This design comes from an exercise in tuning for small area, a short achievable clock period and few clock cycles per item on the open sky130 flow, not from production work. The RTL was checked by simulation tests, not by an equivalence proof against the original design.

==> 05-25: inputs <==
// fsb_conv
module fsb_conv (
    input  wire        clk,
    input  wire        rst,
    input  wire        cmd_valid,
    output wire        cmd_ready,
    input  wire [2:0]  cmd_from,
    input  wire [2:0]  cmd_to,
    input  wire [31:0] cmd_len,
    input  wire        cmd_query,
    input  wire        cmd_pad_sign,
    input  wire        in_valid,
    output wire        in_ready,
    input  wire [7:0]  in_data,
    output wire        out_valid,
    input  wire        out_ready,
    output wire [7:0]  out_data,
    output wire        out_last,
    output wire        rsp_valid,
    input  wire        rsp_ready,
    output wire [3:0]  rsp_status,
    output wire [31:0] rsp_len
);
Settings: LEC_CHECK=0, CAP_MARGIN=20, CORE_MARGIN=2, CORE_UTILIZATION=40, PLACE_DENSITY=0.6, SLEW_MARGIN=20; clock period 10.0 ns.
standard.sh (not shown) runs the stock make flow with config.mk's settings and CLKGATE_MAP_FILE= SYNTH_SCRIPT=/design/flow/synth_recipe.tcl, a recipe that flattens the netlist after the stock synthesis.
==> flow/flow/run.sh <==
#!/bin/bash
# Standard layout, with the timing repair aiming below the clock period:
# repair_timing works on every path with less than SETUP_SLACK_MARGIN ns of
# slack. The clock, constraints and everything else are the standard flow's own.
set -euo pipefail
bash standard.sh SETUP_SLACK_MARGIN=6.5 finish > standard.log 2>&1
==> 06-09: changes against 05-25 <==
--- a/flow/design.v
+++ b/flow/design.v
@@ -59,11 +59,16 @@
     reg        rv;
     reg  [1:0] r_st;
     reg [31:0] rem;              
     reg        more;             
     reg [31:0] len;              
+    reg  [1:0] lph;              
+    reg        sfin;             
+    reg        core_done;
     reg        irdy;
+    reg  [7:0] IR;               
+    reg        IRv;
     reg  [5:0] R;
     reg  [1:0] r;                
     reg        hi;               
     reg        upar;             
     reg  [7:0] P;                
@@ -91,21 +96,25 @@
     wire fire  = in_valid & irdy;
     wire xv = (xs != S_E);
     wire yv = (ys != S_E);
     wire xq = (xs == S_Q);
     wire yq = (ys == S_Q);
-    wire room    = !xv | !yv | (!ov & !rv);
-    wire run     = !idle & (job == J_STREAM);
+    wire room    = !xv | !yv | !ov;
+    wire run     = !idle & (job == J_STREAM) & !core_done;
     wire need_in = !(m_exp & hi & (r == 2'd3));
     wire pfeed   = m_pre & Pv & !pw;
     wire pwait   = m_pre & Pv & pw;
     wire pempty  = m_pre & !Pv;
-    wire [7:0] D       = pfeed ? P : (more ? in_data : 8'h00);
-    wire       avail   = pfeed | (more ? (in_valid & !pempty) : 1'b1);
-    wire       step    = run & room & (!need_in | avail);
+    wire       src_p   = pfeed;
+    wire       src_ir  = IRv & (!m_pre | pwait);
+    wire       src_z   = !more & !IRv & !pfeed;
+    wire [7:0] D       = src_p ? P : (src_ir ? IR : 8'h00);
+    wire       step    = run & room & (!need_in | src_p | src_ir | src_z);
     wire       consume = step & need_in;
-    wire       inj     = m_con & !more & !Pv;    
+    wire       inj     = m_con & !more & !IRv & !Pv;    
+    wire       move    = run & IRv & (pempty | (pfeed & consume));
+    wire       ir_free = (src_ir & consume) | move;
     wire [7:0]  Dx = (m_con & hi) ? {D[5:0], 2'b00} : D;
     wire [2:0]  sh = {1'b0, r} + {2'b00, m_exp & hi};
     wire [15:0] W  = {2'b00, R, Dx};
     reg  [7:0]  u8;
     always @* begin
@@ -120,40 +129,42 @@
     wire        psgn    = m_pad & u8[5];
     wire [7:0]  unit    = inj ? 8'h00 : ((m_exp & hi) ? {psgn, psgn, u8[5:0]} : u8);
     wire        produce = step & !(m_con & hi & (r == 2'd0) & !inj);
     wire rem_is1 = (rem[31:1] == 31'd0) & rem[0];
     wire more_n  = more & !(fire & rem_is1);
+    wire IRv_n   = (IRv & !ir_free) | fire;
     reg  Pv_n, pw_n;
     always @* begin
         Pv_n = Pv;
         pw_n = pw;
         if (pfeed & consume) Pv_n = 1'b0;
         if (pwait & consume) pw_n = 1'b0;
-        if (fire & (pempty | pfeed)) begin
+        if (move) begin
             Pv_n = 1'b1;
             pw_n = 1'b1;
         end
     end
-    wire data_end = !more_n & !Pv_n;
+    wire data_end = !more & !(IRv & !ir_free) & !Pv_n;
     wire [1:0] r_n  = !step ? r :
                       (m_exp & hi) ? r + 2'd1 :
                       (m_con & hi) ? r - 2'd1 : r;
     wire       hi_n = hi ^ step;
     wire final_u = m_exp ? (!hi & (r == 2'd0) & data_end) :
                    m_con ? (inj | (data_end & (!m_post | upar))) :
                            data_end;
-    wire       qempty = !ov & !xv & !yv;
-    wire       qrun = !idle & (job == J_QUERY) & !rv & qempty;
-    wire [4:0] qi   = qc[4:0];
+    wire       cp    = !idle & (lph == 2'd0) & !rv;    
+    wire       qrun  = !idle & (lph == 2'd1);
+    wire [4:0] qi    = qc[4:0];
+    wire       qend  = qrun & (qi == 5'd31) & ((job == J_RESP) | !m_exp | qc[5]);
+    wire       ldone = (lph == 2'd2) | qend;
     wire       sdone = ofire & ol;
-    wire       qdone = qrun & (qi == 5'd31) & (qc[5] | !m_exp);
-    wire       edone = !idle & (job == J_RESP) & !rv & qempty;
-    wire       rv_n  = (sdone | qdone | edone) | (rv & !rsp_ready);
+    wire       raise = !idle & ((job == J_STREAM) ? ((sdone | sfin) & ldone) : qend);
+    wire       rv_n  = raise | (rv & !rsp_ready);
     wire u_pend  = m_post & !upar;             
     wire u_last  = final_u & !m_post;          
     wire p_last  = final_u & m_post;           
-    wire od_free = (!ov | ofire) & !rv_n;   
+    wire od_free = !ov | ofire;
     wire x_first = xq & (!yq | xfirst);
     wire y_first = yq & !x_first;
     wire take_x  = od_free & x_first;
     wire take_y  = od_free & y_first;
     wire bypass  = od_free & !xq & !yq & produce & !u_pend;
@@ -179,12 +190,12 @@
         if (to_y) begin
             ys_n     = u_pend ? S_P : S_Q;
             xfirst_n = !((xs == S_P) | !(xs_n == S_Q));
         end
     end
-    wire       qa   = rem[0];
-    wire       t3   = (qi <= 5'd28) & rem[3];
+    wire       qa   = len[0];
+    wire       t3   = (qi <= 5'd28) & len[3];
     wire       y1   = m_con ? (qa ^ !t3 ^ c1) : qa;
     wire       y1c  = (qa & !t3) | (qa & c1) | (!t3 & c1);
     wire       rnd  = (m_pre & !m_con) | (m_con & m_post);
     wire       g0   = (qi == 5'd0) & rnd;
     wire       o1   = y1 ^ (c2 | (g0 & y1));
@@ -213,38 +224,42 @@
     wire       mic  = (qa & kb) | (qa & c1) | (kb & c1);
     wire       si   = mi ^ sd ^ c2;
     wire       sic  = (mi & sd) | (mi & c2) | (sd & c2);
     wire       o2   = mi ^ si ^ cb;
     wire       o2b  = (!mi & si) | (!mi & cb) | (si & cb);
-    wire       len_inc = ofire;
-    wire room_n  = (xs_n == S_E) | (ys_n == S_E) | (!ov_n & !rv_n);
+    wire       qout = (job == J_RESP) ? 1'b0 :
+                      !m_exp ? o1 :
+                      qc[5] ? o2 : qa;
+    wire room_n  = (xs_n == S_E) | (ys_n == S_E) | !ov_n;
     wire need_n  = !(m_exp & hi_n & (r_n == 2'd3));
-    wire irdy_n  = cfire ? (d_ok & !cmd_query & d_nz & (d_pre | room_n)) :
-                   (!idle & (job == J_STREAM) & more_n &
-                    ((m_pre & !Pv_n) | (room_n & need_n)));
+    wire irdy_n  = cfire ? (d_ok & !cmd_query & d_nz & !rv_n) :
+                   (!idle & (job == J_STREAM) & more_n & ((lph != 2'd0) | !rv_n) &
+                    (!IRv_n | (m_pre & !Pv_n) | (room_n & need_n)));
     always @(posedge clk) begin
         if (rst) begin
             idle <= 1'b1;
             rv   <= 1'b0;
             ov   <= 1'b0;
             irdy <= 1'b0;
             xs   <= S_E;
             ys   <= S_E;
-            len  <= 32'd0;
         end else begin
             rv   <= rv_n;
             irdy <= irdy_n;
-            if (sdone | qdone | edone)
-                r_st <= edone ? {m_exp, m_con} : 2'b00;
-            if (qdone | edone | (produce & final_u))
+            if (raise) begin
                 idle <= 1'b1;
-            if (rfire)
-                len <= 32'd0;
-            else if (len_inc)
-                len <= len + 32'd1;
-            else if (qrun)
-                len <= {qc[5] ? o2 : o1, len[31:1]};
+                r_st <= (job == J_RESP) ? {m_exp, m_con} : 2'b00;
+            end
+            if (sdone)
+                sfin <= 1'b1;
+            if (cp) begin
+                len <= rem;
+                lph <= 2'd1;
+            end else if (qrun) begin
+                len <= {qout, len[31:1]};
+                if (qend) lph <= 2'd2;
+            end
             ov     <= ov_n;
             xs     <= xs_n;
             ys     <= ys_n;
             xfirst <= xfirst_n;
             if (od_free) begin
@@ -268,10 +283,14 @@
                 n0     <= cmd_len[0];
                 r      <= 2'd0;
                 hi     <= 1'b1;
                 upar   <= 1'b0;
                 Pv     <= 1'b0;
+                IRv    <= 1'b0;
+                lph    <= 2'd0;
+                sfin   <= 1'b0;
+                core_done <= 1'b0;
                 pw     <= 1'b0;
                 qc     <= 6'd0;
                 qv     <= 3'd0;
                 c1     <= (cmd_len[2:0] == 3'd0);
                 c2     <= 1'b0;
@@ -286,23 +305,27 @@
             end else begin
                 if (fire) begin
                     rem  <= rem - 32'd1;
                     more <= more_n;
                 end
+                IRv <= IRv_n;
+                if (fire)
+                    IR <= in_data;
                 Pv <= Pv_n;
                 pw <= pw_n;
-                if (fire & (pempty | pfeed))
-                    P <= in_data;
+                if (move)
+                    P <= IR;
                 if (consume)
                     R <= D[5:0];
                 r  <= r_n;
                 hi <= hi_n;
-                if (produce)
+                if (produce) begin
                     upar <= !upar;
+                    if (final_u) core_done <= 1'b1;
+                end
                 if (qrun) begin
                     qc  <= qc + 6'd1;
-                    rem <= {rem[0], rem[31:1]};
                     if (!qc[5]) begin
                         c1 <= y1c;
                         c2 <= o1c;
                         qv <= vn;
                         if (qi == 5'd31) begin
==> flow/flow/run.sh (replaced) <==
#!/bin/bash
# Standard layout with three changes:
#  - port buffers are sky130_fd_sc_hd__buf_1 (the repair may upsize them),
#  - the clock tree is built from sky130_fd_sc_hd__clkbuf_8,
#  - the timing repair works on every path with less than
#    SETUP_SLACK_MARGIN ns of slack, so it aims below the clock period.
# The clock, constraints and everything else are the standard flow's own.
set -euo pipefail
bash standard.sh SETUP_SLACK_MARGIN=6.5 \
    "BUFFER_PORTS_ARGS=-buffer_cell sky130_fd_sc_hd__buf_1" \
    CTS_BUF_LIST=sky130_fd_sc_hd__clkbuf_8 \
    finish > standard.log 2>&1
==> reports/results.ini <==
[final_layout]
seqCellArea_sq_um = 3910

[grt]
first_global_vias = 7788

[sta]
period_needed_ns = 3.55

[outcome]
status = finished clean

[power]
p_seq_share_pct = 42.6
p_comb_w = 0.000277

[setup_path]
startpoint = in_valid
path_depth = 6

[synth]
netlist.area_leader.share_pct = 34.3

[die]
rows = 54

# the run above: 05-25

==> reports/results.ini <==
[power]
p_comb_w = 0.000166

[sta]
fin_ws_ns = 6.61
period_needed_ns = 3.39

[cts]
clock_path_buffers = 2

[synth]
synthMuxAreaShare_pct = 5.61
netlist.area_leader.share_pct = 51.6

[final_layout]
seqCellArea_sq_um = 4600
n_all_buffers = 112

[die]
start_util_pct = 40.8

[outcome]
status = finished clean

# the run above: 06-09

Testbench counts of 05-25, summed over its fixed seeds: cycles 46,135, bytes 43,714.
Testbench counts of 06-09, summed over its fixed seeds: cycles 47,157, bytes 43,714.

==> re-timing with driven ports <==
The flow's constraints put no driver on any port. The routed layouts listed below were extracted and timed again, unchanged, in two steps. Step 1: set_driving_cell puts a clkbuf_16 on clk and a buf_2 on each other input, an assumption about the parent block. Step 2 moves the port delays by t, midway between the first and last clock arrival at a register: inputs arrive t later, outputs are due t later. That takes back most of the time a late clock gives input paths. Slacks: ideal ports / drivers / drivers and shift; pairs: ideal ports / drivers.
run | t, ns | setup WS [ns] | slew at the worst register clock pin (ns)
05-25 | 0.465 | 6.453 / 6.421 / 5.956 | 0.07 / 0.07
06-09 | 0.495 | 6.606 / 6.606 / 6.178 | 0.10 / 0.10
After both steps setup and hold are still met in every run listed. For 05-25, which loses most, drivers alone change the setup slack by -0.032 ns; drivers and shift together by -0.497 ns.
